This is an optimization exercise on Yosys and OpenROAD, whose aim is small area, a short achievable clock period and few clock cycles per item, not a production implementation.
At most, simulation tests tie the RTL to the original design; equivalence was not proved.
For runs 1 to 3, only the layout was checked, not whether the RTL still works.
No activity file was given, so power comes from the tool's default toggle rates.

==> flow/design.v <==
module p286_line_dec (
    input  wire        clk,
    input  wire        rst,           
    input  wire        start,
    output wire        idle,
    output wire        done,
    input  wire [9:0]  line,          
    input  wire [2:0]  mode,
    input  wire [31:0] fb_ptr,
    input  wire [11:0] fb_w,
    input  wire [11:0] fb_h,
    input  wire [11:0] off_x,
    input  wire [11:0] off_y,
    input  wire [31:0] text_ptr,
    input  wire [31:0] font_ptr,
    input  wire        blink_en,
    input  wire        blink_phase,
    input  wire [4:0]  cur_row,
    input  wire [6:0]  cur_col,
    output wire        mem_req,
    output wire [31:0] mem_addr,
    input  wire        mem_gnt,
    input  wire        mem_rvalid,
    input  wire [7:0]  mem_rdata,
    output wire        lb_we,
    output wire [9:0]  lb_addr,
    output wire [7:0]  lb_data
);
    localparam [7:0] BG_INDEX = 8'd250;
    localparam [1:0] ST_IDLE = 2'd0, ST_G1 = 2'd1, ST_MUL = 2'd2, ST_RUN = 2'd3;
    reg  [1:0]  st;
    reg         idle_r, done_r;
    reg         ftxt, fpl, fm7, fb1, fb2, fb4, fhs4;
    reg         blank;        
    reg  [31:0] P;            
    reg  [31:0] F;            
    reg         c0;           
    reg         C;            
    reg         A;            
    reg  [8:0]  R;            
    reg  [9:0]  xr;           
    reg         we_r;
    reg  [7:0]  q;
    reg         W, E;         
    reg  [15:0] D, S;
    reg         dv;           
    reg  [3:0]  dcnt;         
    reg         sf;           
    reg         ua;           
    reg  [2:0]  rcnt, acnt;   
    reg         pp;           
    reg         ph;           
    reg         req;
    reg         fin;          
    reg         gs;           
    reg         mulst;        
    reg         dl;           
    wire [20:0] M = {S[4:0], D};    
    wire [9:0]  n      = xr + 10'd1;
    wire        eqs    = (n == F[9:0]);         
    wire        eqe    = (n == F[19:10]);       
    wire        inwin  = ftxt || ((W || eqs) && !(E || eqe));
    wire        run    = (st == ST_RUN);
    wire        pend   = run && !fin;
    wire        isbg   = blank || !inwin;
    wire        produce = pend && (isbg || dv);
    wire        adv    = pend && !isbg && dv;
    wire [3:0]  elast  = fb1 ? 4'd15 : ((fm7 || (fb4 && !fhs4)) ? 4'd3 : 4'd7);
    wire        dlast  = dl;
    wire        xfer   = sf && (!dv || (adv && dlast));
    wire        at639  = (xr == 10'd638);
    wire        curs   = (n[9:3] == R[6:0]);
    wire        tbit   = !(R[8] && D[7]) && (curs || D[15]);    
    wire        big    = (D[15:11] == 5'b11111) && (D[10] || (D[9] && D[8]));    
    reg  [7:0]  pix;
    always @(*) begin
        if (ftxt)           pix = tbit ? {4'd0, D[3:0]} : {4'd0, D[7] && !R[7], D[6:4]};
        else if (fpl)       pix = {4'd0, D[3], D[7], D[11], D[15]};
        else if (fm7)       pix = big ? 8'd0 : D[15:8];
        else if (fb1)       pix = {7'd0, D[15]};
        else if (fb2)       pix = {6'd0, D[15:14]};
        else                pix = {4'd0, D[15:12]};
    end
    wire shift_now = ftxt || (fhs4 ? (dcnt[1:0] == 2'd3) : dcnt[0]);
    reg [15:0] dsh;
    always @(*) begin
        if (fm7 && run)      dsh = {D[7:0], 8'd0};
        else if (fb2 && run) dsh = {D[13:0], 2'b0};
        else if (fb4 && run) dsh = {D[11:0], 4'b0};
        else                 dsh = {D[14:0], 1'b0};
    end
    wire [2:0]  nbm1   = ftxt ? 3'd2 : (fpl ? 3'd3 : (fm7 ? 3'd1 : 3'd0));   
    wire        taken  = req && mem_gnt;
    wire        alast  = (acnt == nbm1);
    wire        ucomp  = ua && mem_rvalid && alast;
    wire        fetch_en = pend && !blank && !E && !at639;
    wire        prep   = ua && ftxt && !pp && (acnt != 3'd0);
    wire        gready = pp && (!C || A);
    wire        adj    = ftxt && pp && C && !A;
    wire        newu   = fetch_en && !ua && (!sf || xfer);
    wire        more_t = ua && (rcnt != nbm1) && !(ftxt && rcnt == 3'd1 && !gready);
    wire        more_n = ua && (rcnt != nbm1 + 3'd1) && !(ftxt && rcnt == 3'd2 && !gready);
    wire        more   = taken ? more_t : more_n;
    wire        req_n  = fetch_en && (more || newu);
    wire        fin_n  = fin || (produce && at639);
    wire        done_c = run && fin_n && !req && (rcnt == acnt);
    wire        gsel   = gs;
    wire [2:0]  rcnt_n = newu ? 3'd0 : (taken ? rcnt + 3'd1 : rcnt);
    assign mem_addr = gsel ? {F[31:12], S[15:8], F[3:0]} : P;
    wire [20:0] fc;
    assign fc[0] = 1'b1;
    genvar gi;
    generate
        for (gi = 0; gi < 20; gi = gi + 1) begin : g_fadj
            assign fc[gi+1] = fc[gi] & (F[12+gi] ^ A);
        end
    endgenerate
    wire [19:0] fadj = F[31:12] ^ fc[19:0];
    wire        txt_in = (mode[2:1] == 2'b00);
    wire [4:0]  flo    = {1'b0, font_ptr[3:0]} + {1'b0, line[3:0]};
    wire        cline  = blink_phase && (line[8:4] == cur_row) && (line[3:1] == 3'b111);
    wire [9:0]  dy     = {1'b0, R} - {1'b0, S[8:0]};           
    wire [9:0]  dh     = {1'b0, dy[8:0]} - {1'b0, D[8:0]};     
    wire        yin    = !(|S[11:9]) && !dy[9] && ((|D[11:9]) || dh[9]);
    wire [11:0] w      = F[11:0];
    reg  [11:0] sq;
    reg         sr;
    always @(*) begin
        if (fm7)             begin sq = w;                 sr = 1'b0;         end
        else if (fb1 || fpl) begin sq = {3'd0, w[11:3]};   sr = |w[2:0];      end
        else if (fb2)        begin sq = {2'd0, w[11:2]};   sr = |w[1:0];      end
        else                 begin sq = {1'd0, w[11:1]};   sr = w[0];         end
    end
    wire [11:0] sc     = sq + {11'd0, sr};
    wire [15:0] stride = fpl ? {2'd0, sc, 2'b00} : {4'd0, sc};
    wire [11:0] xs     = F[23:12];
    wire [9:0]  xe     = {1'b0, xs[8:0]} + {1'b0, w[8:0]};
    wire        xsbig  = fhs4 ? ((|xs[11:8]) || (xs[7] && (xs[6] || xs[5])))
                              : ((|xs[11:9]) || (xs[8] && (xs[7] || xs[6])));
    wire        xebig  = (|xs[11:9]) || (|w[11:9]) ||
                         (fhs4 ? ((|xe[9:8]) || (xe[7] && (xe[6] || xe[5])))
                               : (xe[9] || (xe[8] && (xe[7] || xe[6]))));
    wire [9:0]  as_e   = xsbig ? 10'h3FF : (fhs4 ? {xs[7:0], 2'b00} : {xs[8:0], 1'b0});
    wire [9:0]  ae_e   = xebig ? 10'h3FF : (fhs4 ? {xe[7:0], 2'b00} : {xe[8:0], 1'b0});
    wire [31:0] addb   = mulst ? (R[0] ? {11'd0, M} : 32'd0) :
                         ((fpl && rcnt == 3'd3 && !ph) ? 32'hFFFF_FFFD : 32'd1);
    wire [31:0] psum   = P + addb;
    wire [3:0]  nib    = ph ? mem_rdata[3:0] : mem_rdata[7:4];
    always @(posedge clk) begin
        we_r   <= 1'b0;
        done_r <= 1'b0;
        case (st)
            ST_IDLE: begin
                ftxt  <= txt_in;
                fpl   <= (mode == 3'd6);
                fm7   <= (mode == 3'd7);
                fb1   <= (mode == 3'd2);
                fb2   <= (mode == 3'd3);
                fb4   <= (mode == 3'd4) || (mode == 3'd5);
                fhs4  <= (mode == 3'd5);
                P     <= txt_in ? text_ptr : fb_ptr;
                F     <= txt_in ? {font_ptr[31:4], flo[3:0]} : {8'd0, off_x, fb_w};
                c0    <= flo[4];
                R     <= line[9:1];
                blank <= txt_in && (line >= 10'd400);
                D     <= {4'd0, fb_h};
                S     <= {4'd0, off_y};
                xr    <= {1'b0, blink_en & blink_phase, blink_en, cline ? cur_col : 7'h7F};
                if (start && idle_r) begin
                    st     <= ST_G1;
                    idle_r <= 1'b0;
                end
            end
            ST_G1: begin
                S[4:0]  <= 5'd0;
                st      <= ST_MUL;
                mulst   <= 1'b1;
                if (ftxt) begin
                    R       <= {4'd0, R[7:3]};      
                    D       <= 16'd160;             
                end else begin
                    R       <= dy[8:0];
                    D       <= stride;
                    F[19:0] <= {ae_e, as_e};
                    blank   <= !yin;
                end
            end
            ST_MUL: begin
                P <= psum;
                R <= {1'b0, R[8:1]};
                {S[4:0], D} <= {S[3:0], D[15], dsh};
                if (R[8:1] == 8'd0 || blank) begin
                    st   <= ST_RUN;
                    mulst <= 1'b0;
                    R    <= xr[8:0];
                    xr   <= 10'h3FF;
                    req  <= !blank;
                    gs   <= 1'b0;
                    ua   <= !blank;
                    rcnt <= 3'd0;
                    acnt <= 3'd0;
                    pp   <= 1'b0;
                    C    <= 1'b0;
                    A    <= 1'b0;
                    ph   <= 1'b0;
                    dv   <= 1'b0;
                    sf   <= 1'b0;
                    fin  <= 1'b0;
                    W    <= 1'b0;
                    E    <= 1'b0;
                end
            end
            default: begin    
                req <= req_n;
                gs  <= ftxt && (rcnt_n == 3'd2);
                if (taken && !gsel)
                    P <= psum;
                if (newu) begin
                    ua   <= 1'b1;
                    rcnt <= 3'd0;
                    acnt <= 3'd0;
                    pp   <= 1'b0;
                    ph   <= ~ph;
                end else begin
                    if (taken)      rcnt <= rcnt + 3'd1;
                    if (mem_rvalid) acnt <= acnt + 3'd1;
                    if (ucomp) ua <= 1'b0;
                    if (prep)  pp <= 1'b1;
                end
                if (prep)
                    {C, S[15:8]} <= {1'b0, S[15:8]} + {1'b0, F[11:4]} + {8'd0, c0};
                if (adj) begin
                    F[31:12] <= fadj;
                    A        <= 1'b1;
                end else if (taken && gsel) begin
                    if (A) F[31:12] <= fadj;
                    A <= 1'b0;
                    C <= 1'b0;
                end
                if (mem_rvalid) begin
                    if (fpl) begin
                        S <= {S[11:0], nib};
                    end else if (acnt[0]) begin
                        S[7:0]  <= mem_rdata;
                    end else begin
                        S[15:8] <= mem_rdata;
                    end
                end
                if (ucomp)     sf <= 1'b1;
                else if (xfer) sf <= 1'b0;
                if (xfer) begin
                    dv   <= 1'b1;
                    dcnt <= 4'd0;
                    dl   <= 1'b0;
                    D    <= S;
                end else if (adv) begin
                    dcnt <= dcnt + 4'd1;
                    dl   <= (dcnt == elast - 4'd1);
                    if (dlast) dv <= 1'b0;
                    if (shift_now) begin
                        D[15:8] <= dsh[15:8];
                        if (!ftxt) D[7:0] <= dsh[7:0];
                    end
                end
                q <= isbg ? BG_INDEX : pix;
                if (produce) begin
                    we_r <= 1'b1;
                    xr   <= n;
                    if (eqs) W <= 1'b1;
                    if (eqe && !ftxt) E <= 1'b1;
                end
                fin <= fin_n;
                if (done_c) begin
                    st     <= ST_IDLE;
                    done_r <= 1'b1;
                    idle_r <= 1'b1;
                end
            end
        endcase
        if (rst) begin
            st     <= ST_IDLE;
            mulst  <= 1'b0;
            idle_r <= 1'b1;
            done_r <= 1'b0;
            we_r   <= 1'b0;
            req    <= 1'b0;
        end
    end
    assign idle    = idle_r;
    assign done    = done_r;
    assign mem_req = req;
    assign lb_we   = we_r;
    assign lb_addr = xr;
    assign lb_data = q;
endmodule
==> flow/flow/run.sh <==
#!/bin/bash
export BUFFER_PORTS_ARGS="-buffer_cell sky130_fd_sc_hd__buf_1"
export SETUP_SLACK_MARGIN=7.8
bash standard.sh > standard.log 2>&1
==> flow/standard.sh <==
#!/bin/bash
# synth_recipe.tcl (not shown) runs the flow's synth.tcl, then flattens the netlist and writes it again
# the make line also repeats each setting of config.mk as NAME=value (left out here)
make -C /OpenROAD-flow-scripts/flow DESIGN_CONFIG=/design/flow/config.mk WORK_HOME=/design/flow/orfs CLKGATE_MAP_FILE= SYNTH_SCRIPT=/design/flow/synth_recipe.tcl "${@:-finish}"
==> flow/config.mk <==
export PLATFORM = sky130hd
export DESIGN_NAME = p286_line_dec
export DESIGN_NICKNAME = p286_line_dec
export VERILOG_FILES = /design/flow/design.v
export SDC_FILE = /design/flow/constraint.sdc
export NUM_CORES = 4
export LEC_CHECK = 0
export CAP_MARGIN = 20
export CORE_MARGIN = 2
export CORE_UTILIZATION = 60
export SLEW_MARGIN = 20
==> flow/constraint.sdc <==
create_clock -name core_clock -period 12.0 [get_ports {clk}]
set_input_delay 2.4000 -clock core_clock [delete_from_list [all_inputs] [get_ports {clk}]]
set_output_delay 2.4000 -clock core_clock [all_outputs]
set_load 0.01 [all_outputs]
==> summary.txt, run 1 <==
Power
  • Switch Pwr: 2.80 mW
  • Comb power frac: 0.609
  • Internal power: 2.60 mW
  • Sequential power share: 0.290
  • Maximum VDD drop: 0.274 mV
  • Clock power share: 0.101
  • PD cells: 315 nW/um2
  • LEAKAGE: 6.79 nW
  • Sw Ratio: 0.519

Floorplanning
  • # IOs: 238
  • Starting density of the core: 0.612
  • Die area: 27000 um2
  • Die H: 164 um
  • Core area: 25300 um2
  • Die X: 164 um
  • # rows: 58

Route
  • DRC viols: 0
  • DRT iter0 DRCs: 2150
  • WL/cell: 23.5 um
  • Routed WL: 55700 um
  • Total number of vias: 16.0k
  • Post-DR vias/cell: 6.76
  • Antenna Nets Post-Route: 0
  • Pre-antenna DRT Iters: 8

Layout
  • Final net count: 2300
  • Fill count: 2171
  • Antenna diodes: 0
  • Layout area overhead: 11.3%
  • Commonest non-fill, non-tap cell in the layout: nand2_1
  • Most frequent cells in the layout: nand2_1 (236), buf_1 (235), edfxtp_1 (154)
  • Layout cells sized above 1: 0.0741

Logic synthesis
  • Yosys reg bits: 161
  • Post-synthesis cell count: 1857
  • Largest family of logic cells by synthesized area: compound AO/OA/AOI/OAI gates
  • Main flop type after synthesis: edfxtp_1
  • Syn Area/Cell: 8.32 um2
  • Synth Warn #: 1
  • Syn_nets: 2133
  • Xor/xnor cell area share of the yosys netlist: 0.0693
  • Synth async-reset ratio: 0
  • Compound-Gate Fraction of Synth Area: 0.229
  • Adder-cell share of the synthesized area: 0.0781
  • Synth Area in Simple Gates: 0.188
  • Post-Synthesis Cell Area: 15400 um2
  • Count of different cell masters after synthesis: 85
  • Sequential element share of the synthesized area: 0.308
  • Number of synthesized flops with an enable pin: 154
  • Mux contribution to synthesized area: 0.0729

Critical path
  • Reg-to-Reg Start: rcnt[1]$_SDFFCE_PP0P_
  • WP data required: 12310 ps
  • Reg-to-reg slack, setup: 7840 ps
  • CP Class: reg2reg
  • Crit Path Max Fanout: 30
  • Worst setup path start: rcnt[1]$_SDFFCE_PP0P_
  • Crit path DAT: 4470 ps
  • CP Launch Type: register
  • CP Capture Type: register
  • FF-to-FF path depth: 15

CTS
  • CTS Buffer Depth: 2
  • Clock Sink Count: 161
  • Clock latency (worst-skew pair): 450 ps
  • CTS Root Cell: clkbuf_16
  • CTS tree: yes
  • H-tree depth: 4
  • Clk pin slew, worst setup/hold paths: 70 ps
  • CTS Buf Count: 17

Placement
  • Final Wtd Congestion: 0.971
  • Setup WS pre-CTS: 7240 ps
  • Dpl hpwl: 39900 um
  • I/O Buffers: 237

Timing
  • # setup viols final: 0
  • RSZ-0062 raised after global routing: yes
  • Max Clk Rate: 0.240 GHz
  • Final setup margin: 7840 ps
  • Crit path time final: 4160 ps
  • Max-slew headroom: 0.277
  • Worst-Margin Slew: 1080 ps
  • Final period util: 0.347
  • Final Hold Fails: 0
  • Max Transition Viols Final: 0
  • Layout Skew: 14.1 ps
  • Final setup TNS: 0 ps

Global routing
  • Vias in the first global route: 14.7k
  • First-pass GRT wire length: 81600 um
  • Aggregate global routing overflow: 0
  • Largest net degree at the start of global routing: 71
  • Gr usage total: 0.396
  • Antenna violations before repair: 1

Flow run
  • # Max-Cap Violations: 0

Worst hold path
  • Hold Crit Class: reg2reg
  • Hold path startpoint: req$_SDFFE_PP0P_
  • Hold depth: 2

Status
  • Status: finished clean
critical path: stages (launching register included):
cell	delay, ps
edfxtp_1	500
ha_1	240
ha_1	240
nor3b_2	180
clkbuf_8	240
a21o_1	220
ha_1	400
and4_1	240
nand3_1	120
nand2b_1	160
o22ai_1	330
a21oi_2	170
o21ai_0	180
o211ai_1	180
a2111oi_1	440
nand3b_1	170
path summary, 6_finish.rpt:
path,end
hold reg to reg,req$_SDFFE_PP0P_
setup reg to reg,P[29]$_DFFE_PP_
setup / recovery,P[29]$_DFFE_PP_
hold / removal,req$_SDFFE_PP0P_
through the flow:
step                 util  total power [mW]  area, um2  std cells  hold WS (ps)
CTS                 0.673              5.23      17000       2349           604
floorplan               -              3.66      15500       1857           515
finish              0.681              5.41      17200       2367           607
global placement    0.650              4.59      16400       2316           574
detailed placement  0.650              4.66      16400       2316           592
global route        0.681              5.71      17200       2367           636
timing repair:
| item | in CTS | in global routing |
|---|---|---|
| setup endpoints to repair | 35 | 69 |
| pin swaps | 0 | 3 |
| cloned | 0 | 2 |
| setup buffers | 1 | 15 |
| resized for setup | 8 | 16 |
| hold buffers | 0 | 0 |
per-layer routing:
metal,vias up,wire length (um),GRT usage
li1,7182,-,-
met3,197,6680,0.0728
met5,-,13,0
met1,7495,21000,0.516
met2,1130,25400,0.645
met4,2,2640,0.178
kinds of logic (layout without fill, tap and decap cells):
logic type	Yosys count	count (layout)
flops	161	161
simple gates	619	621
mux	107	107
fa+ha+maj	93	93
compound gates	545	545
buf+inv	213	391
xor+xnor	119	119
power by group through the flow:
stage / sequential [mW] / combinational, mW / clock, mW
2_1_floorplan: 1.18 / 2.48 / 0
3_3_place_gp: 1.56 / 3.03 / 0
3_5_place_dp: 1.57 / 3.10 / 0
4_1_cts: 1.55 / 3.13 / 0.540
5_1_grt: 1.57 / 3.57 / 0.564
6_report: 1.57 / 3.29 / 0.545
sequential cells by signal, summed over array words and instances, names as in the netlist, 2 cells and up:
signal and cells:
P 32, S 16, rcnt 3, D 16, q 8, acnt 3, dcnt 4, F 32
R 9, st 2, xr 10
final cells by class:
cell class | count | area (um2) | area share
clock buffer | 17 | 425 | 0.0248
clock inverter | 15 | 124 | 0.00721
inverter | 86 | 323 | 0.0188
multi-input combinational | 1485 | 9940 | 0.578
sequential | 161 | 4760 | 0.277
tap | 330 | 413 | 0.0240
timing repair buffer | 273 | 1200 | 0.0697
cell usage after synthesis (all sizes together), types with 15 or more instances:
cell,number,area [um2]
a21oi,156,781
o211ai,23,173
o21ai,114,574
ha,86,1080
mux2,44,495
nor2,153,577
clkbuf,91,343
nand2,236,886
nor3,35,175
a21o,41,308
a221oi,25,219
a211oi,15,113
nand4,15,100
buf,36,178
nand2b,18,113
inv,84,315
o21a,20,150
and3,19,119
mux2i,63,631
and2,20,125
xor2,34,298
a31oi,37,231
nand3,47,240
edfxtp,154,4620
xnor2,83,727
==> run 2, diff against run 1 <==
--- a/flow/design.v
+++ b/flow/design.v
@@ -30,7 +30,14 @@
     localparam [1:0] ST_IDLE = 2'd0, ST_G1 = 2'd1, ST_MUL = 2'd2, ST_RUN = 2'd3;
     reg  [1:0]  st;
     reg         idle_r, done_r;
-    reg         ftxt, fpl, fm7, fb1, fb2, fb4, fhs4;
+    reg  [2:0]  md;
+    wire        ftxt = (md[2:1] == 2'b00);
+    wire        fpl  = (md == 3'd6);
+    wire        fm7  = (md == 3'd7);
+    wire        fb1  = (md == 3'd2);
+    wire        fb2  = (md == 3'd3);
+    wire        fb4  = (md == 3'd4) || (md == 3'd5);
+    wire        fhs4 = (md == 3'd5);
     reg         blank;        
     reg  [31:0] P;            
     reg  [31:0] F;            
@@ -149,15 +156,11 @@
     always @(posedge clk) begin
         we_r   <= 1'b0;
         done_r <= 1'b0;
+        gs     <= 1'b0;
+        req    <= 1'b0;
         case (st)
             ST_IDLE: begin
-                ftxt  <= txt_in;
-                fpl   <= (mode == 3'd6);
-                fm7   <= (mode == 3'd7);
-                fb1   <= (mode == 3'd2);
-                fb2   <= (mode == 3'd3);
-                fb4   <= (mode == 3'd4) || (mode == 3'd5);
-                fhs4  <= (mode == 3'd5);
+                md    <= mode;
                 P     <= txt_in ? text_ptr : fb_ptr;
                 F     <= txt_in ? {font_ptr[31:4], flo[3:0]} : {8'd0, off_x, fb_w};
                 c0    <= flo[4];
@@ -195,7 +198,6 @@
                     R    <= xr[8:0];
                     xr   <= 10'h3FF;
                     req  <= !blank;
-                    gs   <= 1'b0;
                     ua   <= !blank;
                     rcnt <= 3'd0;
                     acnt <= 3'd0;
==> flow/flow/run.sh (replaced) <==
#!/bin/bash
export BUFFER_PORTS_ARGS="-buffer_cell sky130_fd_sc_hd__buf_1"
export SETUP_SLACK_MARGIN=8.0
bash standard.sh > standard.log 2>&1
==> run 2 against run 1 <==
  * Critical path depth decreased by 13
  * Combinational power increased by 5%
  * Routed wire length increased by 2.2%
  * Fmax increased by 4.1%
  * Hold slack got worse by 76 ps
  * Cell count decreased by 0.84%
  * Clock power increased by 7.9%
  * Core utilization increased by 3.0 points
  * Via count decreased by 0.20%
  * Critical path type is now reg2out
  * Largest cell class unchanged
  * Highest routed layer unchanged
==> summary.txt, run 2 <==
Route
  • DRT iter0 DRCs: 2261 (was 2150)
  • Routed WL: 56900 um (was 55700 um)
  • Total number of vias: 16.0k (about the same)
  • Post-DR vias/cell: 6.81 (was 6.76)
  • WL/cell: 24.3 um (was 23.5 um)
  • Pre-antenna DRT Iters: 9 (was 8)
  • DRC viols: 0 (unchanged)
  • Antenna Nets Post-Route: 0 (unchanged)

Worst hold path
  • Hold Crit Class: reg2reg (unchanged)

CTS
  • Clock latency (worst-skew pair): 450 ps (about the same)
  • Hold Buf Count CTS: 0 (unchanged)
  • Clock Sink Count: 157 (was 161)
  • CTS Buffer Depth: 2 (unchanged)
  • CTS Buf Count: 17 (unchanged)
  • H-tree depth: 4 (unchanged)
  • Clk pin slew, worst setup/hold paths: 80 ps (was 70 ps)
  • CTS tree: yes (unchanged)
  • CTS Root Cell: clkbuf_16 (unchanged)

Logic synthesis
  • Top cell type's share of synthesized area: 0.299 (about the same)
  • Commonest cells in the netlist: nand2_1 (212), nor2_1 (172), a21oi_1 (160) (was nand2_1 (236), a21oi_1 (156), edfxtp_1 (154))
  • Synth Warn #: 1 (unchanged)
  • Number of synthesized flops with an enable pin: 149 (was 154)
  • Post-synth top area cell: edfxtp_1 (unchanged)
  • Count of different cell masters after synthesis: 81 (was 85)
  • Synth async-reset ratio: 0 (unchanged)
  • Syn_nets: 2078 (was 2133)
  • Largest cells by area after synthesis: edfxtp_1 (30%), ha_1 (7.2%), a21oi_1 (5.4%) (was edfxtp_1 (30%), ha_1 (7.0%), nand2_1 (5.7%))
  • Sequential element share of the synthesized area: 0.310 (was 0.308)
  • Post-synthesis cell count: 1802 (was 1857)
  • Post-Synthesis Cell Area: 14900 um2 (was 15400 um2)
  • Count leader, synth: nand2_1 (unchanged)
  • Main flop type after synthesis: edfxtp_1 (unchanged)
  • Syn Area/Cell: 8.30 um2 (was 8.32 um2)
  • Yosys reg bits: 157 (was 161)

Power
  • Total power: 5.51 mW (was 5.41 mW)
  • PD cells: 318 nW/um2 (was 315 nW/um2)
  • Maximum VDD drop: 0.205 mV (was 0.274 mV)
  • LEAKAGE: 6.92 nW (was 6.79 nW)

Timing
  • Max Clk Rate: 0.250 GHz (was 0.240 GHz)
  • Crit path time final: 4000 ps (was 4160 ps)
  • Max-slew headroom: 0.188 (was 0.277)
  • Final period util: 0.333 (was 0.347)
  • Layout Skew: 16.7 ps (was 14.1 ps)
  • RSZ-0062 raised after global routing: yes (unchanged)
  • Final setup TNS: 0 ps (unchanged)
  • # setup viols final: 0 (unchanged)
  • Worst-Margin Slew: 1210 ps (was 1080 ps)
  • Max Transition Viols Final: 0 (unchanged)
  • Final Hold Fails: 0 (unchanged)

Global routing
  • Aggregate global routing overflow: 0 (unchanged)
  • First-pass GRT wire length: 85400 um (was 81600 um)
  • Largest net degree at the start of global routing: 71 (unchanged)
  • Antenna violations before repair: 1 (unchanged)
  • Vias in the first global route: 15.0k (was 14.7k)
  • Gr usage total: 0.425 (was 0.396)

Critical path
  • CP Class: reg2out (was reg2reg)
  • Worst path bufs/invs: 1 (unchanged)
  • Crit path cell chain: mux2_2, buf_1 (was ha_1, ha_1, nor3b_2, clkbuf_8, a21o_1, ha_1, and4_1, nand3_1, nand2b_1, o22ai_1, a21oi_2, o21ai_0, o211ai_1, a2111oi_1, nand3b_1)
  • CP Launch Type: register (unchanged)
  • Reg-to-reg slack, setup: 8040 ps (was 7840 ps)
  • WP data required: 9600 ps (was 12310 ps)
  • CP Capture Type: output pin (was register)
  • Family with the most delay on the worst path: flip-flops (was compound AO/OA/AOI/OAI gates)
  • CP max stage cell: edfxtp_1 (unchanged)
  • Crit Path Max Fanout: 5 (was 30)
  • Slowest stage delay, CP: 630 ps (was 500 ps)
  • Crit path DAT: 1600 ps (was 4470 ps)

Floorplanning
  • Starting density of the core: 0.613 (was 0.612)
  • # IOs: 238 (unchanged)
  • Core area: 24400 um2 (was 25300 um2)
  • Die X: 162 um (was 164 um)
  • # rows: 57 (was 58)
  • Die H: 162 um (was 164 um)
  • Die area: 26200 um2 (was 27000 um2)

Placement
  • Dpl hpwl: 40400 um (was 39900 um)
  • Final Wtd Congestion: 1.02 (was 0.971)
  • I/O Buffers: 237 (unchanged)

Layout
  • Commonest non-fill, non-tap cell in the layout: buf_1 (was nand2_1)
  • Most frequent cells in the layout: buf_1 (237), nand2_1 (211), nor2_1 (168) (was nand2_1 (236), buf_1 (235), edfxtp_1 (154))
  • Layout cells sized above 1: 0.0999 (was 0.0741)
  • Regs by FF count: F: 32 flops, P: 32 flops (unchanged)
  • Final net count: 2286 (was 2300)
  • Layout area overhead: 15.9% (was 11.3%)
  • Antenna diodes: 0 (unchanged)

Status
  • Status: finished clean (unchanged)

Flow run
  • # Max-Cap Violations: 0 (unchanged)
==> run 2: worst min-delay path, delay by kind of cell (launching register included) <==
kind,cells,cell delay (ps)
flip-flops,1,330
AND/OR/NAND/NOR,1,70
AO/OA/AOI/OAI,1,70
==> run 2: what timing repair did <==
item / in CTS / in global routing
gates cloned: 4 / 0
pin swaps: 4 / 10
endpoints found under the setup margin: 85 / 58
buffers inserted: 24 / 20
resized for setup: 17 / 45
==> run 2: logic make-up after synthesis <==
group / after synthesis / share of synthesized area
flip-flops: 157 / 0.310
adder cells (fa/ha/maj): 93 / 0.0807
buffers and inverters: 204 / 0.0531
AO/OA/AOI/OAI: 561 / 0.242
AND/OR/NAND/NOR: 584 / 0.178
multiplexers: 77 / 0.0547
XOR/XNOR: 126 / 0.0815
==> run 2: path summary, 6_finish.rpt <==
path,from,to,depth (start not counted)
setup / recovery,F[0]$_DFFE_PP_,mem_addr[0],2
setup reg to reg,xr[1]$_DFFE_PP_,q[0]$_SDFFCE_PP0P_,11
hold / removal,idle_r$_SDFFE_PP1P_,idle_r$_SDFFE_PP1P_,2
hold reg to reg,idle_r$_SDFFE_PP1P_,idle_r$_SDFFE_PP1P_,2
==> run 2: layout make-up <==
cell class / instances / area, um2
tap: 324 / 405
clock inverter: 15 / 191
clock buffer: 17 / 425
multi-input combinational: 1441 / 9770
inverter: 85 / 319
timing repair buffer: 308 / 1580
sequential: 157 / 4640
fill: 1945 / 7060
==> run 2: metal layers <==
| metal | track usage | part of all wire |
|---|---|---|
| met1 | 0.536 | 0.36 |
| met2 | 0.676 | 0.45 |
| met3 | 0.112 | 0.13 |
| met4 | 0.218 | 0.060 |
| met5 | 0 | 0.00023 |
==> run 2: power breakdown <==
part	switching (mW)	internal (mW)
Combinational	2.08	1.36
Sequential	0.462	1.02
Clock	0.285	0.303
==> run 2: stage by stage <==
step                area [um2]  cells  setup WS [ps]  utilization  hold slack, ps
floorplan                15000   1802           8020            -             517
global placement         16000   2267           7170        0.656             493
finish                   17300   2347           8000        0.710             531
CTS                      17000   2327           8000        0.697             527
detailed placement       16000   2267           7120        0.656             518
global route             17300   2347           7940        0.710             578
==> run 3, diff against run 2 <==
--- a/flow/config.mk
+++ b/flow/config.mk
@@ -7,5 +7,6 @@
 export LEC_CHECK = 0
 export CAP_MARGIN = 20
 export CORE_MARGIN = 2
-export CORE_UTILIZATION = 60
+export CORE_UTILIZATION = 70
+export CTS_BUF_LIST = sky130_fd_sc_hd__clkbuf_8
 export SLEW_MARGIN = 20
==> run 3 against run 2 <==
  * Critical endpoint is now P[30]$_DFFE_PP_
  * Worst setup slack worse by 100 ps
  * Combinational power is 4% higher
  * Cell area is 0.55% lower
  * Die area is 14% lower
  * First-iteration DRC count is 32% higher
  * Still clean on timing, DRC and antenna
  * Count of clock-buffer cells in the layout stayed put
  * Routed wire length is 4.1% higher
  * Sequential share of layout area is 0.15 points higher
  * Critical path depth is 15 higher
  * Total power is 0.49% lower
  * Largest power group unchanged
  * Sequential cell count stayed put
==> summary.txt, run 3 <==
Status
  • Status: finished clean (unchanged)

Power
  • PD cells: 318 nW/um2 (about the same)
  • Maximum VDD drop: 0.201 mV (was 0.205 mV)
  • Sw Ratio: 0.528 (was 0.512)
  • Clock power share: 0.074 (was 0.107)
  • LEAKAGE: 6.95 nW (was 6.92 nW)
  • Internal power: 2.59 mW (was 2.69 mW)
  • Switch Pwr: 2.89 mW (was 2.82 mW)
  • Comb power frac: 0.652 (was 0.624)
  • Sequential power share: 0.274 (was 0.269)
  • Total power: 5.48 mW (was 5.51 mW)

CTS
  • H-tree depth: 4 (unchanged)
  • CTS tree: yes (unchanged)
  • CTS Buffer Depth: 2 (unchanged)
  • CTS Buf Count: 17 (unchanged)
  • Clock Sink Count: 157 (unchanged)
  • CTS Root Cell: clkbuf_8 (was clkbuf_16)
  • Clock latency (worst-skew pair): 510 ps (was 450 ps)
  • Clk pin slew, worst setup/hold paths: 100 ps (was 80 ps)

Logic synthesis
  • Post-Synthesis Cell Area: 14900 um2 (unchanged)
  • Main flop type after synthesis: edfxtp_1 (unchanged)
  • Post-synthesis cell count: 1802 (unchanged)
  • Top cell type's share of synthesized area: 0.299 (unchanged)
  • Count of different cell masters after synthesis: 81 (unchanged)
  • Sequential element share of the synthesized area: 0.310 (unchanged)
  • Syn_nets: 2078 (unchanged)
  • Post-synth top area cell: edfxtp_1 (unchanged)
  • Syn Area/Cell: 8.30 um2 (unchanged)
  • Synth Warn #: 1 (unchanged)
  • Yosys reg bits: 157 (unchanged)
  • Count leader, synth: nand2_1 (unchanged)
  • Synth async-reset ratio: 0 (unchanged)
  • Commonest cells in the netlist: nand2_1 (212), nor2_1 (172), a21oi_1 (160) (unchanged)
  • Largest cells by area after synthesis: edfxtp_1 (30%), ha_1 (7.2%), a21oi_1 (5.4%) (unchanged)
  • Number of synthesized flops with an enable pin: 149 (unchanged)

Critical path
  • Crit Path Max Fanout: 15 (was 5)
  • Crit path cell chain: buf_12, nand2_2, or3_4, nor3b_4, buf_6, buf_4, bufbuf_16, a21o_1, ha_2, a21oi_2, o21a_1, and3_1, a2111oi_4, or3_1, a31oi_1, xor2_1, o21ai_1 (was mux2_2, buf_1)
  • FF-to-FF path depth: 17 (was 11)
  • Family with the most delay on the worst path: simple AND/OR/NAND/NOR gates (was flip-flops)
  • CP max stage cell: edfxtp_1 (unchanged)
  • Reg-to-reg slack, setup: 7900 ps (was 8040 ps)
  • CP Launch Type: register (unchanged)
  • Worst path bufs/invs: 4 (was 1)
  • Reg-to-Reg Start: md[2]$_DFFE_PP_ (was xr[1]$_DFFE_PP_)
  • WP data required: 12220 ps (was 9600 ps)
  • Crit path DAT: 4330 ps (was 1600 ps)
  • Slowest stage delay, CP: 420 ps (was 630 ps)
  • CP Capture Type: register (was output pin)
  • Worst R2R End: P[30]$_DFFE_PP_ (was q[0]$_SDFFCE_PP0P_)
  • CP Class: reg2reg (was reg2out)

Layout
  • Fill count: 1294 (was 1945)
  • Most frequent cells in the layout: buf_1 (221), nand2_1 (211), nor2_1 (169) (was buf_1 (237), nand2_1 (211), nor2_1 (168))
  • Antenna diodes: 0 (unchanged)
  • Layout cells sized above 1: 0.103 (was 0.0999)
  • Layout area overhead: 15.3% (was 15.9%)
  • Regs by FF count: F: 32 flops, P: 32 flops (unchanged)
  • Commonest non-fill, non-tap cell in the layout: buf_1 (unchanged)
  • Final Non-Filler Cells: 2296 (was 2347)
  • Final net count: 2284 (was 2286)
  • Finished Cell Area: 17200 um2 (was 17300 um2)

Timing
  • Worst-Margin Slew: 1080 ps (was 1210 ps)
  • Layout Skew: 27.1 ps (was 16.7 ps)
  • RSZ-0062 raised after global routing: yes (unchanged)
  • Max Transition Viols Final: 0 (unchanged)
  • Final setup TNS: 0 ps (unchanged)
  • Crit path time final: 4100 ps (was 4000 ps)
  • Final Hold Fails: 0 (unchanged)
  • Final setup margin: 7900 ps (was 8000 ps)
  • Max-slew headroom: 0.281 (was 0.188)
  • Max Clk Rate: 0.244 GHz (was 0.250 GHz)
  • # setup viols final: 0 (unchanged)
  • Final period util: 0.342 (was 0.333)

Global routing
  • Antenna violations before repair: 1 (unchanged)
  • Gr usage total: 0.493 (was 0.425)
  • Aggregate global routing overflow: 0 (unchanged)
  • Vias in the first global route: 15.4k (was 15.0k)
  • Largest net degree at the start of global routing: 65 (was 71)
  • First-pass GRT wire length: 83800 um (was 85400 um)

Placement
  • Final Wtd Congestion: 1.07 (was 1.02)
  • Placed inst area: 15900 um2 (was 16000 um2)
  • I/O Buffers: 237 (unchanged)
  • Placed cells: 2216 (was 2267)
  • Setup WS pre-CTS: 7280 ps (was 7120 ps)
  • Dpl hpwl: 38900 um (was 40400 um)

Route
  • WL met2: 25500 um (was 25600 um)
  • Routed wl met3: 9390 um (was 7440 um)
  • Routed WL: 59300 um (was 56900 um)
  • Pre-antenna DRT Iters: 12 (was 9)
  • Post-DR vias/cell: 7.22 (was 6.81)
  • DRT iter0 DRCs: 2976 (was 2261)
  • Max Used Layer: met4 (was met5)
  • DRC viols: 0 (unchanged)
  • WL met1: 19000 um (was 20500 um)
  • Total number of vias: 16.6k (was 16.0k)
  • WL/cell: 25.8 um (was 24.3 um)
  • Antenna Nets Post-Route: 0 (unchanged)

Floorplanning
  • Die X: 150 um (was 162 um)
  • # IOs: 238 (unchanged)
  • Die H: 150 um (was 162 um)
  • Starting density of the core: 0.711 (was 0.613)
  • # rows: 53 (was 57)
  • Core area: 21000 um2 (was 24400 um2)
  • Die area: 22500 um2 (was 26200 um2)

Worst hold path
  • Hold path startpoint: idle_r$_SDFFE_PP1P_ (unchanged)
  • Hold Crit Class: reg2reg (unchanged)
  • Min-Delay Endpoint: idle_r$_SDFFE_PP1P_ (unchanged)
  • Hold depth: 2 (unchanged)

Flow run
  • # Max-Cap Violations: 0 (unchanged)
-- run 3: power groups by stage --
| stage | Sequential, mW | Clock (mW) | Combinational, mW |
|---|---|---|---|
| 2_1_floorplan | 1.21 | 0 | 2.35 |
| 3_3_place_gp | 1.52 | 0 | 2.90 |
| 3_5_place_dp | 1.52 | 0 | 3.00 |
| 4_1_cts | 1.45 | 0.392 | 3.20 |
| 5_1_grt | 1.50 | 0.413 | 3.77 |
| 6_report | 1.50 | 0.408 | 3.57 |
-- run 3: cells by family after synthesis --
| logic type | synth area share |
|---|---|
| AO/OA/AOI/OAI | 0.242 |
| XOR/XNOR | 0.0815 |
| buffers and inverters | 0.0531 |
| multiplexers | 0.0547 |
| adder cells (fa/ha/maj) | 0.0807 |
| AND/OR/NAND/NOR | 0.178 |
| flip-flops | 0.310 |
-- run 3: through the flow --
step                hold WS [ps]  utilization
global placement             497        0.757
global route                 594        0.820
CTS                          539        0.794
detailed placement           524        0.757
floorplan                    517            -
finish                       530        0.820
-- run 3: area by class of cell --
| type | instances | area, um2 | share of cell area |
|---|---|---|---|
| multi-input cells | 1441 | 9760 | 0.567 |
| flip-flops and latches | 157 | 4640 | 0.269 |
| repair buffers | 306 | 1800 | 0.104 |
| well taps | 275 | 344 | 0.0200 |
| inverters | 85 | 319 | 0.0185 |
| clock buffers | 17 | 234 | 0.0136 |
| clock inverters | 15 | 133 | 0.00770 |
-- run 3: layer usage --
layer / up-vias / global-route usage
met5: - / 0
met3: 504 / 0.142
met2: 1669 / 0.763
met1: 7385 / 0.592
li1: 7019 / -
met4: 0 / 0.344
-- run 3: tightest hold or removal path, delay by kind of cell, from the launching register on --
| family | cells | cell delay [ps] |
|---|---|---|
| DFF | 1 | 340 |
| AOI/OAI and AO/OA | 1 | 70 |
| and+or+nand+nor | 1 | 70 |
-- run 3: repair_timing --
item | CTS | global route
endpoints found under the setup margin | 76 | 90
hold buffers | 0 | 0
setup buffers | 22 | 16
gates cloned | 4 | 5
pin swaps | 4 | 8
gates resized for setup | 24 | 94
-- run 3: worst max-delay path by stage --
stage	startpoint	slack, ps	endpoint	cells past startpoint
2_1_floorplan	md[1]$_DFFE_PP_	8020	P[30]$_DFFE_PP_	19
3_3_place_gp	md[1]$_DFFE_PP_	7360	P[30]$_DFFE_PP_	16
3_5_place_dp	md[1]$_DFFE_PP_	7280	P[30]$_DFFE_PP_	16
4_1_cts	md[1]$_DFFE_PP_	7950	P[30]$_DFFE_PP_	16
5_1_grt	md[2]$_DFFE_PP_	7800	P[30]$_DFFE_PP_	17
6_report	md[2]$_DFFE_PP_	7900	P[30]$_DFFE_PP_	17
==> run 4, diff against run 3 <==
--- a/flow/design.v
+++ b/flow/design.v
@@ -61,6 +61,7 @@
     reg         fin;          
     reg         gs;           
     reg         mulst;        
+    reg         pdec;         
     reg         dl;           
     wire [20:0] M = {S[4:0], D};    
     wire [9:0]  n      = xr + 10'd1;
@@ -150,13 +151,15 @@
     wire [9:0]  as_e   = xsbig ? 10'h3FF : (fhs4 ? {xs[7:0], 2'b00} : {xs[8:0], 1'b0});
     wire [9:0]  ae_e   = xebig ? 10'h3FF : (fhs4 ? {xe[7:0], 2'b00} : {xe[8:0], 1'b0});
     wire [31:0] addb   = mulst ? (R[0] ? {11'd0, M} : 32'd0) :
-                         ((fpl && rcnt == 3'd3 && !ph) ? 32'hFFFF_FFFD : 32'd1);
+                         (pdec ? 32'hFFFF_FFFD : 32'd1);
     wire [31:0] psum   = P + addb;
     wire [3:0]  nib    = ph ? mem_rdata[3:0] : mem_rdata[7:4];
     always @(posedge clk) begin
         we_r   <= 1'b0;
         done_r <= 1'b0;
         gs     <= 1'b0;
+        q      <= isbg ? BG_INDEX : pix;
+        pdec   <= 1'b0;
         req    <= 1'b0;
         case (st)
             ST_IDLE: begin
@@ -215,6 +218,7 @@
             default: begin    
                 req <= req_n;
                 gs  <= ftxt && (rcnt_n == 3'd2);
+                pdec <= fpl && (rcnt_n == 3'd3) && (newu ? ph : !ph);
                 if (taken && !gsel)
                     P <= psum;
                 if (newu) begin
@@ -264,7 +268,6 @@
                         if (!ftxt) D[7:0] <= dsh[7:0];
                     end
                 end
-                q <= isbg ? BG_INDEX : pix;
                 if (produce) begin
                     we_r <= 1'b1;
                     xr   <= n;
==> flow/flow/run.sh (replaced) <==
#!/bin/bash
export BUFFER_PORTS_ARGS="-buffer_cell sky130_fd_sc_hd__buf_1"
export SETUP_SLACK_MARGIN=8.3
bash standard.sh > standard.log 2>&1
--- a/flow/config.mk
+++ b/flow/config.mk
@@ -7,6 +7,5 @@
 export LEC_CHECK = 0
 export CAP_MARGIN = 20
 export CORE_MARGIN = 2
-export CORE_UTILIZATION = 70
-export CTS_BUF_LIST = sky130_fd_sc_hd__clkbuf_8
+export CORE_UTILIZATION = 60
 export SLEW_MARGIN = 20
==> run 4 against run 3 <==
  * Area after synthesis shrank 0.41%
  * Cell count rose by 1.9%
  * Count of clock-buffer cells in the layout grew 4
  * Critical endpoint is now mem_addr[19]
  * Largest power group unchanged
  * Highest routed layer unchanged
==> summary.txt, run 4 <==
Status
  • Status: finished clean (unchanged)

Logic synthesis
  • Yosys reg bits: 158 (was 157)
  • Post-synthesis cell count: 1788 (was 1802)
  • Sequential element share of the synthesized area: 0.307 (was 0.310)
  • Largest cells by area after synthesis: edfxtp_1 (28%), ha_1 (7.1%), nand2_1 (5.6%) (was edfxtp_1 (30%), ha_1 (7.2%), a21oi_1 (5.4%))
  • Synth async-reset ratio: 0 (unchanged)
  • Main flop type after synthesis: edfxtp_1 (unchanged)
  • Syn Area/Cell: 8.33 um2 (was 8.30 um2)
  • Syn_nets: 2063 (was 2078)
  • Post-Synthesis Cell Area: 14900 um2 (about the same)
  • Top cell type's share of synthesized area: 0.284 (was 0.299)
  • Post-synth top area cell: edfxtp_1 (unchanged)
  • Number of synthesized flops with an enable pin: 141 (was 149)
  • Commonest cells in the netlist: nand2_1 (224), nor2_1 (171), a21oi_1 (149) (was nand2_1 (212), nor2_1 (172), a21oi_1 (160))
  • Count leader, synth: nand2_1 (unchanged)
  • Count of different cell masters after synthesis: 90 (was 81)
  • Synth Warn #: 1 (unchanged)

Critical path
  • Worst setup path start: gs$_SDFF_PN0_ (was md[2]$_DFFE_PP_)
  • CP Class: reg2out (was reg2reg)
  • Reg-to-Reg Start: st[0]$_SDFFE_PP0P_ (was md[2]$_DFFE_PP_)
  • WP data required: 9600 ps (was 12220 ps)
  • CP Capture Type: output pin (was register)
  • Crit path DAT: 1580 ps (was 4330 ps)
  • CP Launch Type: register (unchanged)
  • Crit Path Max Fanout: 18 (was 15)

Route
  • DRT iter0 DRCs: 2468 (was 2976)
  • Post-DR vias/cell: 6.83 (was 7.22)
  • Total number of vias: 16.0k (was 16.6k)
  • Routed WL: 59200 um (was 59300 um)
  • WL/cell: 25.3 um (was 25.8 um)
  • Antenna Nets Post-Route: 0 (unchanged)
  • DRC viols: 0 (unchanged)
  • Pre-antenna DRT Iters: 6 (was 12)

Layout
  • Most frequent cells in the layout: buf_1 (221), nand2_1 (220), nor2_1 (168) (was buf_1 (221), nand2_1 (211), nor2_1 (169))
  • Fill count: 1959 (was 1294)
  • Footprint of the multi-input gates: 10100 um2 (was 9760 um2)
  • Layout cells sized above 1: 0.117 (was 0.103)
  • Regs by FF count: F: 32 flops, P: 32 flops (unchanged)
  • FF+latch area: 4580 um2 (was 4640 um2)
  • Commonest non-fill, non-tap cell in the layout: buf_1 (unchanged)
  • Final net count: 2275 (was 2284)
  • Layout Utilization: 0.721 (was 0.820)
  • Layout area overhead: 17.8% (was 15.3%)

Timing
  • Final setup TNS: 0 ps (unchanged)
  • Max Transition Viols Final: 0 (unchanged)
  • Layout Skew: 20.3 ps (was 27.1 ps)
  • Final period util: 0.332 (was 0.342)
  • Max Clk Rate: 0.251 GHz (was 0.244 GHz)
  • Max-slew headroom: 0.307 (was 0.281)
  • # setup viols final: 0 (unchanged)
  • Crit path time final: 3980 ps (was 4100 ps)
  • Worst-Margin Slew: 1030 ps (was 1080 ps)
  • RSZ-0062 raised after global routing: yes (unchanged)
  • Final Hold Fails: 0 (unchanged)

Floorplanning
  • Die H: 162 um (was 150 um)
  • Die area: 26100 um2 (was 22500 um2)
  • Core area: 24300 um2 (was 21000 um2)
  • Die X: 162 um (was 150 um)
  • Starting density of the core: 0.612 (was 0.711)
  • # rows: 57 (was 53)
  • # IOs: 238 (unchanged)

Power
  • Maximum VDD drop: 0.190 mV (was 0.201 mV)
  • PD cells: 310 nW/um2 (was 318 nW/um2)
  • LEAKAGE: 7.08 nW (was 6.95 nW)

Placement
  • I/O Buffers: 237 (unchanged)
  • Dpl hpwl: 41000 um (was 38900 um)
  • Final Wtd Congestion: 1.02 (was 1.07)

Global routing
  • Antenna violations before repair: 1 (unchanged)
  • Aggregate global routing overflow: 0 (unchanged)
  • Largest net degree at the start of global routing: 72 (was 65)
  • Gr usage total: 0.431 (was 0.493)
  • Vias in the first global route: 14.7k (was 15.4k)
  • First-pass GRT wire length: 85900 um (was 83800 um)

Worst hold path
  • Hold path startpoint: idle_r$_SDFFE_PP1P_ (unchanged)
  • Hold Crit Class: reg2reg (unchanged)

CTS
  • H-tree depth: 4 (unchanged)
  • Clk pin slew, worst setup/hold paths: 70 ps (was 100 ps)
  • CTS Buf Count: 17 (unchanged)
  • CTS Root Cell: clkbuf_16 (was clkbuf_8)
  • Clock latency (worst-skew pair): 450 ps (was 510 ps)
  • Clock Sink Count: 158 (was 157)
  • CTS Buffer Depth: 2 (unchanged)
  • CTS tree: yes (unchanged)

Flow run
  • # Max-Cap Violations: 0 (unchanged)
[run 4: changes by cell type in the layout (fill, tap and decap cells not counted), sizes merged, moves of 13 or more]
| cell | previous run | this run |
|---|---|---|
| nor3 | 32 | 17 |
| nand2 | 212 | 225 |
| a211oi | 26 | 12 |
| o21ai | 111 | 96 |
| inv | 93 | 74 |
[run 4: power breakdown]
part / total [mW] / switching (mW) / internal (mW)
Clock: 0.571 / 0.270 / 0.302
Combinational: 3.43 / 2.08 / 1.35
Sequential: 1.43 / 0.450 / 0.982
Total: 5.43 / 2.80 / 2.64
[run 4: worst max-delay path, stage by stage (launching register included)]
cell and delay, ps:
dfxtp_4 380, buf_12 190, mux2_2 400, buf_1 140
[run 4: worst paths after layout]
check                                            to  slack, ps  cells after the start
worst max-delay path                   mem_addr[19]       8020                      3
worst min-delay path            idle_r$_SDFFE_PP1P_        540                      2
worst max register to register       D[8]$_DFFE_PP_       8320                      7
worst min register to register  idle_r$_SDFFE_PP1P_        540                      2
[run 4: cell type report]
class | count | area share
clock inverters | 11 | 0.00528
multi-input cells | 1449 | 0.573
diodes | 2 | 0.000285
clock buffers | 21 | 0.0281
repair buffers | 307 | 0.0944
flip-flops and latches | 158 | 0.261
inverters | 67 | 0.0143
well taps | 324 | 0.0231
[run 4: metal layers]
metal,routed length [um],track usage,vias up,share of wire
met1,21400,0.567,7375,0.36
met2,26000,0.666,1308,0.44
met3,7780,0.0907,248,0.13
met4,3970,0.239,0,0.067
met5,0,0,-,0
li1,-,-,7033,-
[run 4: kinds of logic after synthesis]
logic type	after synthesis	synth area share
buffers and inverters	183	0.0471
and+or+nand+nor	610	0.191
DFF	158	0.307
adders and majority gates	91	0.0795
xor gates and xnor gates	120	0.0740
AOI/OAI and AO/OA	539	0.240
muxes	87	0.0615
[run 4: repair_timing]
action	in CTS	in global routing
buffers inserted	29	13
resized for setup	48	81
pin swaps	5	21
gates cloned	2	4
hold endpoints to repair	0	0
setup endpoints to repair	114	101
hold buffers	0	0
[run 4: stage by stage]
step	std cells	hold WS, ps	setup slack, ps	power (mW)	cell area [um2]
3_3_place_gp	2257	510	7720	4.37	16000
2_1_floorplan	1788	485	8300	3.45	15000
4_1_cts	2320	543	8020	5.13	17100
5_1_grt	2337	580	8010	5.70	17500
6_report	2339	538	8020	5.43	17500
3_5_place_dp	2257	527	7570	4.43	16000
Testbench counts of run 4, summed over its fixed seeds: cycles 125,037, lines 192.
==> run 5, diff against run 4 <==
--- a/flow/design.v
+++ b/flow/design.v
@@ -61,16 +61,19 @@
     reg         fin;          
     reg         gs;           
     reg         mulst;        
+    reg         nbg;          
     reg         pdec;         
     reg         dl;           
     wire [20:0] M = {S[4:0], D};    
     wire [9:0]  n      = xr + 10'd1;
     wire        eqs    = (n == F[9:0]);         
     wire        eqe    = (n == F[19:10]);       
-    wire        inwin  = ftxt || ((W || eqs) && !(E || eqe));
+    wire [9:0]  n2     = xr + 10'd2;
+    wire        inwin2 = ftxt || ((W || eqs || (n2 == F[9:0])) && !(E || eqe || (n2 == F[19:10])));
+    wire        inwin0 = ftxt || ((F[9:0] == 10'd0) && (F[19:10] != 10'd0));
     wire        run    = (st == ST_RUN);
     wire        pend   = run && !fin;
-    wire        isbg   = blank || !inwin;
+    wire        isbg   = nbg;
     wire        produce = pend && (isbg || dv);
     wire        adv    = pend && !isbg && dv;
     wire [3:0]  elast  = fb1 ? 4'd15 : ((fm7 || (fb4 && !fhs4)) ? 4'd3 : 4'd7);
@@ -213,6 +216,7 @@
                     fin  <= 1'b0;
                     W    <= 1'b0;
                     E    <= 1'b0;
+                    nbg  <= blank || !inwin0;
                 end
             end
             default: begin    
@@ -271,6 +275,7 @@
                 if (produce) begin
                     we_r <= 1'b1;
                     xr   <= n;
+                    nbg  <= blank || !inwin2;
                     if (eqs) W <= 1'b1;
                     if (eqe && !ftxt) E <= 1'b1;
                 end
==> flow/flow/run.sh (replaced) <==
#!/bin/bash
export BUFFER_PORTS_ARGS="-buffer_cell sky130_fd_sc_hd__buf_1"
export SETUP_SLACK_MARGIN=8.4
bash standard.sh > standard.log 2>&1
==> run 5 against run 4 <==
  * Count of clock-buffer cells in the layout is 4 lower
  * Global-route usage decreased by 2.3 points
  * Clock skew is 8.1 ps lower
  * Still clean
  * Routed wire length down 6.8%
  * Area after synthesis is 1.3% higher
  * Sequential power is essentially flat
  * Sequential cell count up 1
  * Cell count shrank 0.77%
==> summary.txt, run 5 <==
Logic synthesis
  • Top cell type's share of synthesized area: 0.283 (was 0.284)
  • Main flop type after synthesis: edfxtp_1 (unchanged)
  • Synth Warn #: 1 (unchanged)
  • Post-Synthesis Cell Area: 15100 um2 (was 14900 um2)
  • Count leader, synth: nand2_1 (unchanged)
  • Syn_nets: 2063 (unchanged)
  • Post-synth top area cell: edfxtp_1 (unchanged)
  • Syn Area/Cell: 8.44 um2 (was 8.33 um2)
  • Largest cells by area after synthesis: edfxtp_1 (28%), ha_1 (7.1%), nand2_1 (5.3%) (was edfxtp_1 (28%), ha_1 (7.1%), nand2_1 (5.6%))
  • Commonest cells in the netlist: nand2_1 (213), nor2_1 (173), edfxtp_1 (142) (was nand2_1 (224), nor2_1 (171), a21oi_1 (149))
  • Count of different cell masters after synthesis: 105 (was 90)
  • Number of synthesized flops with an enable pin: 142 (was 141)
  • Yosys reg bits: 159 (was 158)
  • Post-synthesis cell count: 1787 (was 1788)
  • Sequential element share of the synthesized area: 0.305 (was 0.307)
  • Synth async-reset ratio: 0 (unchanged)

Timing
  • RSZ-0062 raised after global routing: yes (unchanged)
  • Final Hold Fails: 0 (unchanged)
  • Layout Skew: 12.2 ps (was 20.3 ps)
  • Max-slew headroom: 0.275 (was 0.307)
  • Max Clk Rate: 0.253 GHz (was 0.251 GHz)
  • Final period util: 0.329 (was 0.332)
  • # setup viols final: 0 (unchanged)
  • Final setup TNS: 0 ps (unchanged)
  • Crit path time final: 3950 ps (was 3980 ps)
  • Worst-Margin Slew: 1090 ps (was 1030 ps)
  • Max Transition Viols Final: 0 (unchanged)
  • Smallest hold slack: 521 ps (was 538 ps)

Layout
  • Layout area overhead: 13.9% (was 17.8%)
  • Layout cells sized above 1: 0.113 (was 0.117)
  • Final net count: 2254 (was 2275)
  • Antenna diodes: 0 (was 2)
  • Regs by FF count: F: 32 flops, P: 32 flops (unchanged)
  • Commonest non-fill, non-tap cell in the layout: buf_1 (unchanged)
  • Most frequent cells in the layout: buf_1 (218), nand2_1 (210), nor2_1 (171) (was buf_1 (221), nand2_1 (220), nor2_1 (168))
  • Finished Cell Area: 17200 um2 (was 17500 um2)

CTS
  • Clock latency (worst-skew pair): 450 ps (about the same)
  • Clock Sink Count: 159 (was 158)
  • CTS tree: yes (unchanged)
  • Clk pin slew, worst setup/hold paths: 70 ps (about the same)
  • CTS Root Cell: clkbuf_16 (unchanged)
  • CTS Buffer Depth: 2 (unchanged)
  • Hold Buf Count CTS: 0 (unchanged)
  • CTS Buf Count: 17 (unchanged)
  • H-tree depth: 4 (unchanged)

Critical path
  • CP Launch Type: register (unchanged)
  • Crit path DAT: 1550 ps (was 1580 ps)
  • CP Class: reg2out (unchanged)
  • FF-to-FF path depth: 13 (was 7)
  • WP data required: 9600 ps (about the same)
  • Worst R2R End: P[23]$_DFFE_PP_ (was D[8]$_DFFE_PP_)
  • Crit Path Max Fanout: 7 (was 18)
  • Reg-to-reg slack, setup: 8520 ps (was 8320 ps)
  • CP Capture Type: output pin (unchanged)
  • Reg-to-Reg Start: R[0]$_DFFE_PN_ (was st[0]$_SDFFE_PP0P_)

Power
  • Sw Ratio: 0.512 (was 0.515)
  • Switch Pwr: 2.75 mW (was 2.80 mW)
  • Sequential power share: 0.267 (was 0.264)
  • Comb power frac: 0.628 (was 0.631)
  • Internal power: 2.62 mW (was 2.64 mW)
  • Clock power share: 0.105 (about the same)
  • PD cells: 313 nW/um2 (was 310 nW/um2)
  • LEAKAGE: 6.87 nW (was 7.08 nW)
  • Maximum VDD drop: 0.211 mV (was 0.190 mV)
  • Total power: 5.38 mW (was 5.43 mW)

Placement
  • Placed inst area: 16100 um2 (was 16000 um2)
  • Dpl hpwl: 38700 um (was 41000 um)
  • Final Wtd Congestion: 0.977 (was 1.02)
  • I/O Buffers: 237 (unchanged)

Floorplanning
  • Starting density of the core: 0.606 (was 0.612)
  • Core area: 24900 um2 (was 24300 um2)
  • Die X: 163 um (was 162 um)
  • Die area: 26400 um2 (was 26100 um2)
  • Die H: 163 um (was 162 um)
  • # IOs: 238 (unchanged)
  • # rows: 58 (was 57)

Flow run
  • # Max-Cap Violations: 0 (unchanged)

Route
  • Post-DR vias/cell: 6.60 (was 6.83)
  • Total number of vias: 15.3k (was 16.0k)
  • Antenna Nets Post-Route: 0 (unchanged)
  • DRC viols: 0 (unchanged)
  • Routed WL: 55100 um (was 59200 um)
  • WL/cell: 23.7 um (was 25.3 um)
  • Pre-antenna DRT Iters: 9 (was 6)
  • DRT iter0 DRCs: 2086 (was 2468)

Global routing
  • Aggregate global routing overflow: 0 (unchanged)
  • Largest net degree at the start of global routing: 99 (was 72)
  • First-pass GRT wire length: 82100 um (was 85900 um)
  • Antenna violations before repair: 2 (was 1)
  • Gr usage total: 0.408 (was 0.431)
  • Vias in the first global route: 14.2k (was 14.7k)

Worst hold path
  • Hold depth: 1 (was 2)
  • Hold path startpoint: ph$_SDFFCE_PP0P_ (was idle_r$_SDFFE_PP1P_)
  • Hold Crit Class: reg2reg (unchanged)
  • Min-Delay Endpoint: pdec$_SDFF_PN0_ (was idle_r$_SDFFE_PP1P_)

Status
  • Status: finished clean (unchanged)
-- run 5: changes by cell type in the layout (fill, tap and decap cells not counted), moves of 10 or more --
cell and delta:
a21oi_1 -24, nand2b_1 -19, xnor2_1 +18, nand3_1 +17, nor2b_1 -14, and3_1 -13
o22ai_1 -13, o21a_1 +11, buf_4 -10, nand2_1 -10, o21ai_1 +10, xor2_1 +10
-- run 5: how the worst max path moves through the flow --
stage          cells past startpoint               to     startpoint  slack [ps]
2_1_floorplan                      8  F[18]$_DFFE_PP_        mode[1]        8350
3_3_place_gp                       5  P[28]$_DFFE_PP_        mode[2]        7740
3_5_place_dp                       5  P[23]$_DFFE_PP_        mode[2]        7660
4_1_cts                            3     mem_addr[13]  gs$_SDFF_PN0_        8060
5_1_grt                            3     mem_addr[23]  gs$_SDFF_PN0_        8040
6_report                           3      mem_addr[9]  gs$_SDFF_PN0_        8050
-- run 5: logic make-up (layout without fill, tap and decap cells) --
logic type / after synthesis / count (layout) / share of synthesized area
mux: 83 / 83 / 0.0588
simple gates: 587 / 589 / 0.180
flops: 159 / 159 / 0.305
compound gates: 522 / 522 / 0.236
xor+xnor: 146 / 146 / 0.0863
fa+ha+maj: 92 / 92 / 0.0793
buf+inv: 198 / 400 / 0.0541
-- run 5: layout make-up --
type | instances | area (um2)
Multi-Input combinational cell | 1432 | 9860
Fill cell | 2086 | 7720
Sequential cell | 159 | 4610
Timing Repair Buffer | 289 | 1420
Clock buffer | 17 | 425
Tap cell | 330 | 413
Inverter | 79 | 297
Clock inverter | 15 | 150
-- run 5: per-stage QoR --
stage | utilization | setup WS [ps] | cells
after floorplan | - | 8350 | 1787
after global placement | 0.647 | 7740 | 2257
after detailed placement | 0.647 | 7660 | 2257
after CTS | 0.680 | 8060 | 2312
after global routing | 0.690 | 8040 | 2321
final | 0.690 | 8050 | 2321
-- run 5: power groups by stage --
| stage | Sequential [mW] | Combinational (mW) | Clock (mW) |
|---|---|---|---|
| after floorplan | 1.19 | 2.41 | 0 |
| after global placement | 1.51 | 2.96 | 0 |
| after detailed placement | 1.51 | 3.01 | 0 |
| after CTS | 1.42 | 3.19 | 0.562 |
| after global routing | 1.44 | 3.67 | 0.579 |
| final | 1.44 | 3.38 | 0.564 |
-- run 5: timing repair --
item / 4_1_cts / 5_1_grt
endpoints found under the setup margin: 92 / 85
gates cloned: 3 / 1
setup buffers: 20 / 8
pin swaps: 3 / 8
resized for setup: 16 / 64
-- run 5: critical path: stages (launching register included) --
cell,delay (ps)
dfxtp_4,440
clkbuf_16,190
mux2_2,340
clkbuf_2,130
-- run 5: metal layers --
metal / share of wire / GRT usage / up-vias
met3: 0.12 / 0.0901 / 171
met4: 0.043 / 0.177 / 0
met1: 0.38 / 0.539 / 7178
li1: - / - / 6916
met5: 0 / 0 / -
met2: 0.46 / 0.647 / 1050
Testbench counts of run 5, summed over its fixed seeds: cycles 125,037, lines 192.
==> run 6, diff against run 5 <==
--- a/flow/design.v
+++ b/flow/design.v
@@ -117,7 +117,10 @@
     wire        done_c = run && fin_n && !req && (rcnt == acnt);
     wire        gsel   = gs;
     wire [2:0]  rcnt_n = newu ? 3'd0 : (taken ? rcnt + 3'd1 : rcnt);
-    assign mem_addr = gsel ? {F[31:12], S[15:8], F[3:0]} : P;
+    reg  [31:0] ma;
+    wire        gs_n   = ftxt && (rcnt_n == 3'd2);
+    wire [31:0] p_n    = (run && taken && !gsel) || mulst ? psum : P;
+    assign mem_addr = ma;
     wire [20:0] fc;
     assign fc[0] = 1'b1;
     genvar gi;
@@ -161,6 +164,7 @@
         we_r   <= 1'b0;
         done_r <= 1'b0;
         gs     <= 1'b0;
+        ma     <= (run && gs_n) ? {F[31:12], S[15:8], F[3:0]} : p_n;
         q      <= isbg ? BG_INDEX : pix;
         pdec   <= 1'b0;
         req    <= 1'b0;
@@ -221,7 +225,7 @@
             end
             default: begin    
                 req <= req_n;
-                gs  <= ftxt && (rcnt_n == 3'd2);
+                gs  <= gs_n;
                 pdec <= fpl && (rcnt_n == 3'd3) && (newu ? ph : !ph);
                 if (taken && !gsel)
                     P <= psum;
==> flow/flow/run.sh (replaced) <==
#!/bin/bash
export BUFFER_PORTS_ARGS="-buffer_cell sky130_fd_sc_hd__buf_1"
export SETUP_SLACK_MARGIN=8.5
bash standard.sh > standard.log 2>&1
==> run 6 against run 5 <==
  * Still clean
  * Worst setup slack improved by 410 ps
  * Cell area rose by 8.8%
  * Sequential share of layout area rose by 1.3 points
  * Hold slack got worse by 3.2 ps
  * Sequential cell count rose by 32
  * Via count rose by 11%
  * Global-route usage barely moved
  * Largest cell class unchanged
==> summary.txt, run 6 <==
Timing
  • Final setup margin: 8450 ps (was 8050 ps)
  • Max Transition Viols Final: 0 (unchanged)
  • Layout Skew: 20.8 ps (was 12.2 ps)

Power
  • Switch Pwr: 2.94 mW (was 2.75 mW)
  • Sequential power share: 0.289 (was 0.267)
  • Sw Ratio: 0.512 (about the same)
  • LEAKAGE: 7.47 nW (was 6.87 nW)
  • Internal power: 2.80 mW (was 2.62 mW)

Layout
  • Fill count: 2179 (was 2086)
  • FF+latch area: 5250 um2 (was 4610 um2)
  • Most frequent cells in the layout: nand2_1 (339), buf_1 (230), nor2_1 (199) (was buf_1 (218), nand2_1 (210), nor2_1 (171))

Critical path
  • Crit Path Max Fanout: 12 (was 7)
  • Crit path DAT: 3630 ps (was 1550 ps)
  • CP Launch Type: input port (was register)
  • Reg-to-Reg Start: R[0]$_DFFE_PN_ (unchanged)
  • FF-to-FF path depth: 13 (unchanged)
  • Reg-to-reg slack, setup: 8510 ps (was 8520 ps)
  • WP data required: 12090 ps (was 9600 ps)

Logic synthesis
  • Synth Warn #: 1 (unchanged)
  • Adder-cell share of the synthesized area: 0.0741 (was 0.0793)
  • Yosys reg bits: 191 (was 159)
  • Mux contribution to synthesized area: 0.0282 (was 0.0588)
  • Syn_nets: 2307 (was 2063)
  • Commonest cells in the netlist: nand2_1 (343), nor2_1 (204), a21oi_1 (155) (was nand2_1 (213), nor2_1 (173), edfxtp_1 (142))
  • Xor/xnor cell area share of the yosys netlist: 0.0851 (was 0.0863)
  • Post-synthesis cell count: 2031 (was 1787)
  • Largest cells by area after synthesis: edfxtp_1 (26%), nand2_1 (8.0%), ha_1 (6.7%) (was edfxtp_1 (28%), ha_1 (7.1%), nand2_1 (5.3%))
  • Sequential element share of the synthesized area: 0.325 (was 0.305)
  • Synth async-reset ratio: 0 (unchanged)
  • Count of different cell masters after synthesis: 86 (was 105)

Placement
  • Setup WS pre-CTS: 7020 ps (was 7660 ps)
  • I/O Buffers: 237 (unchanged)
  • Final Wtd Congestion: 0.986 (was 0.977)
  • Dpl hpwl: 41800 um (was 38700 um)
  • Placed cells: 2496 (was 2257)

Flow run
  • # Max-Cap Violations: 0 (unchanged)

CTS
  • Hold Buf Count CTS: 0 (unchanged)
  • H-tree depth: 4 (unchanged)
  • Clock Sink Count: 191 (was 159)

Route
  • Post-DR vias/cell: 6.60 (about the same)
  • Routed WL: 61100 um (was 55100 um)
  • DRT iter0 DRCs: 2228 (was 2086)
  • WL/cell: 23.6 um (was 23.7 um)

Worst hold path
  • Min-Delay Endpoint: ma[31]$_DFF_P_ (was pdec$_SDFF_PN0_)
  • Hold depth: 2 (was 1)

Floorplanning
  • # rows: 60 (was 58)
  • Die area: 28200 um2 (was 26400 um2)

Global routing
  • Antenna violations before repair: 1 (was 2)

Status
  • Status: finished clean (unchanged)
==> run 6: how the worst max path moves through the flow <==
stage / start / endpoint / slack, ps / depth (start not counted)
after floorplan: mem_gnt / ma[20]$_DFF_P_ / 8210 / 11
after global placement: mem_gnt / ma[30]$_DFF_P_ / 7110 / 9
after detailed placement: mem_gnt / ma[30]$_DFF_P_ / 7020 / 9
after CTS: mem_gnt / ma[31]$_DFF_P_ / 8480 / 8
after global routing: R[0]$_DFFE_PN_ / blank$_DFFE_PP_ / 8360 / 16
final: mem_gnt / F[30]$_DFFE_PP_ / 8450 / 5
==> run 6: kinds of logic after synthesis <==
kind of cell             Yosys count
AO/OA/AOI/OAI                    562
XOR/XNOR                         152
adder cells (fa/ha/maj)           92
buffers and inverters            227
flip-flops                       191
multiplexers                      45
AND/OR/NAND/NOR                  762
==> run 6: repair_timing <==
item | 4_1_cts | 5_1_grt
pin swaps | 7 | 29
gates resized for setup | 40 | 59
buffers inserted | 18 | 29
setup endpoints to repair | 88 | 77
gates cloned | 4 | 5
==> run 6: routing by layer <==
metal | track usage | up-vias | part of all wire
met4 | 0.219 | 0 | 0.059
met5 | 0 | - | 0
met3 | 0.0787 | 209 | 0.11
met1 | 0.540 | 8005 | 0.39
li1 | - | 7689 | -
met2 | 0.636 | 1146 | 0.44
==> run 6: area by class of cell <==
| class | count | share of cell area |
|---|---|---|
| Antenna cell | 1 | 0.000134 |
| Clock buffer | 19 | 0.0242 |
| Clock inverter | 13 | 0.00643 |
| Inverter | 94 | 0.0198 |
| Multi-Input combinational cell | 1620 | 0.565 |
| Sequential cell | 191 | 0.281 |
| Tap cell | 341 | 0.0228 |
| Timing Repair Buffer | 304 | 0.0798 |
| Timing Repair inverter | 2 | 0.000937 |
==> run 6: power by group through the flow <==
stage	Combinational, mW	Sequential [mW]	Clock, mW
2_1_floorplan	2.41	1.38	0
3_3_place_gp	3.05	1.67	0
3_5_place_dp	3.12	1.67	0
4_1_cts	3.28	1.63	0.583
5_1_grt	3.78	1.68	0.602
6_report	3.49	1.66	0.589
==> run 6: critical path: stages <==
cell and delay [ps]:
buf_4 120, and2_4 200, buf_4 150, a31oi_1 190
a21oi_4 560
Testbench counts of run 6, summed over its fixed seeds: cycles 125,037, lines 192.

Setup slack of run 6, layout unchanged: 8.455 ns with ideal ports, 8.456 ns with driving cells assumed (clock clkbuf_16, inputs buf_2), 7.978 ns with port delays also shifted by the 0.507 ns mid clock arrival.
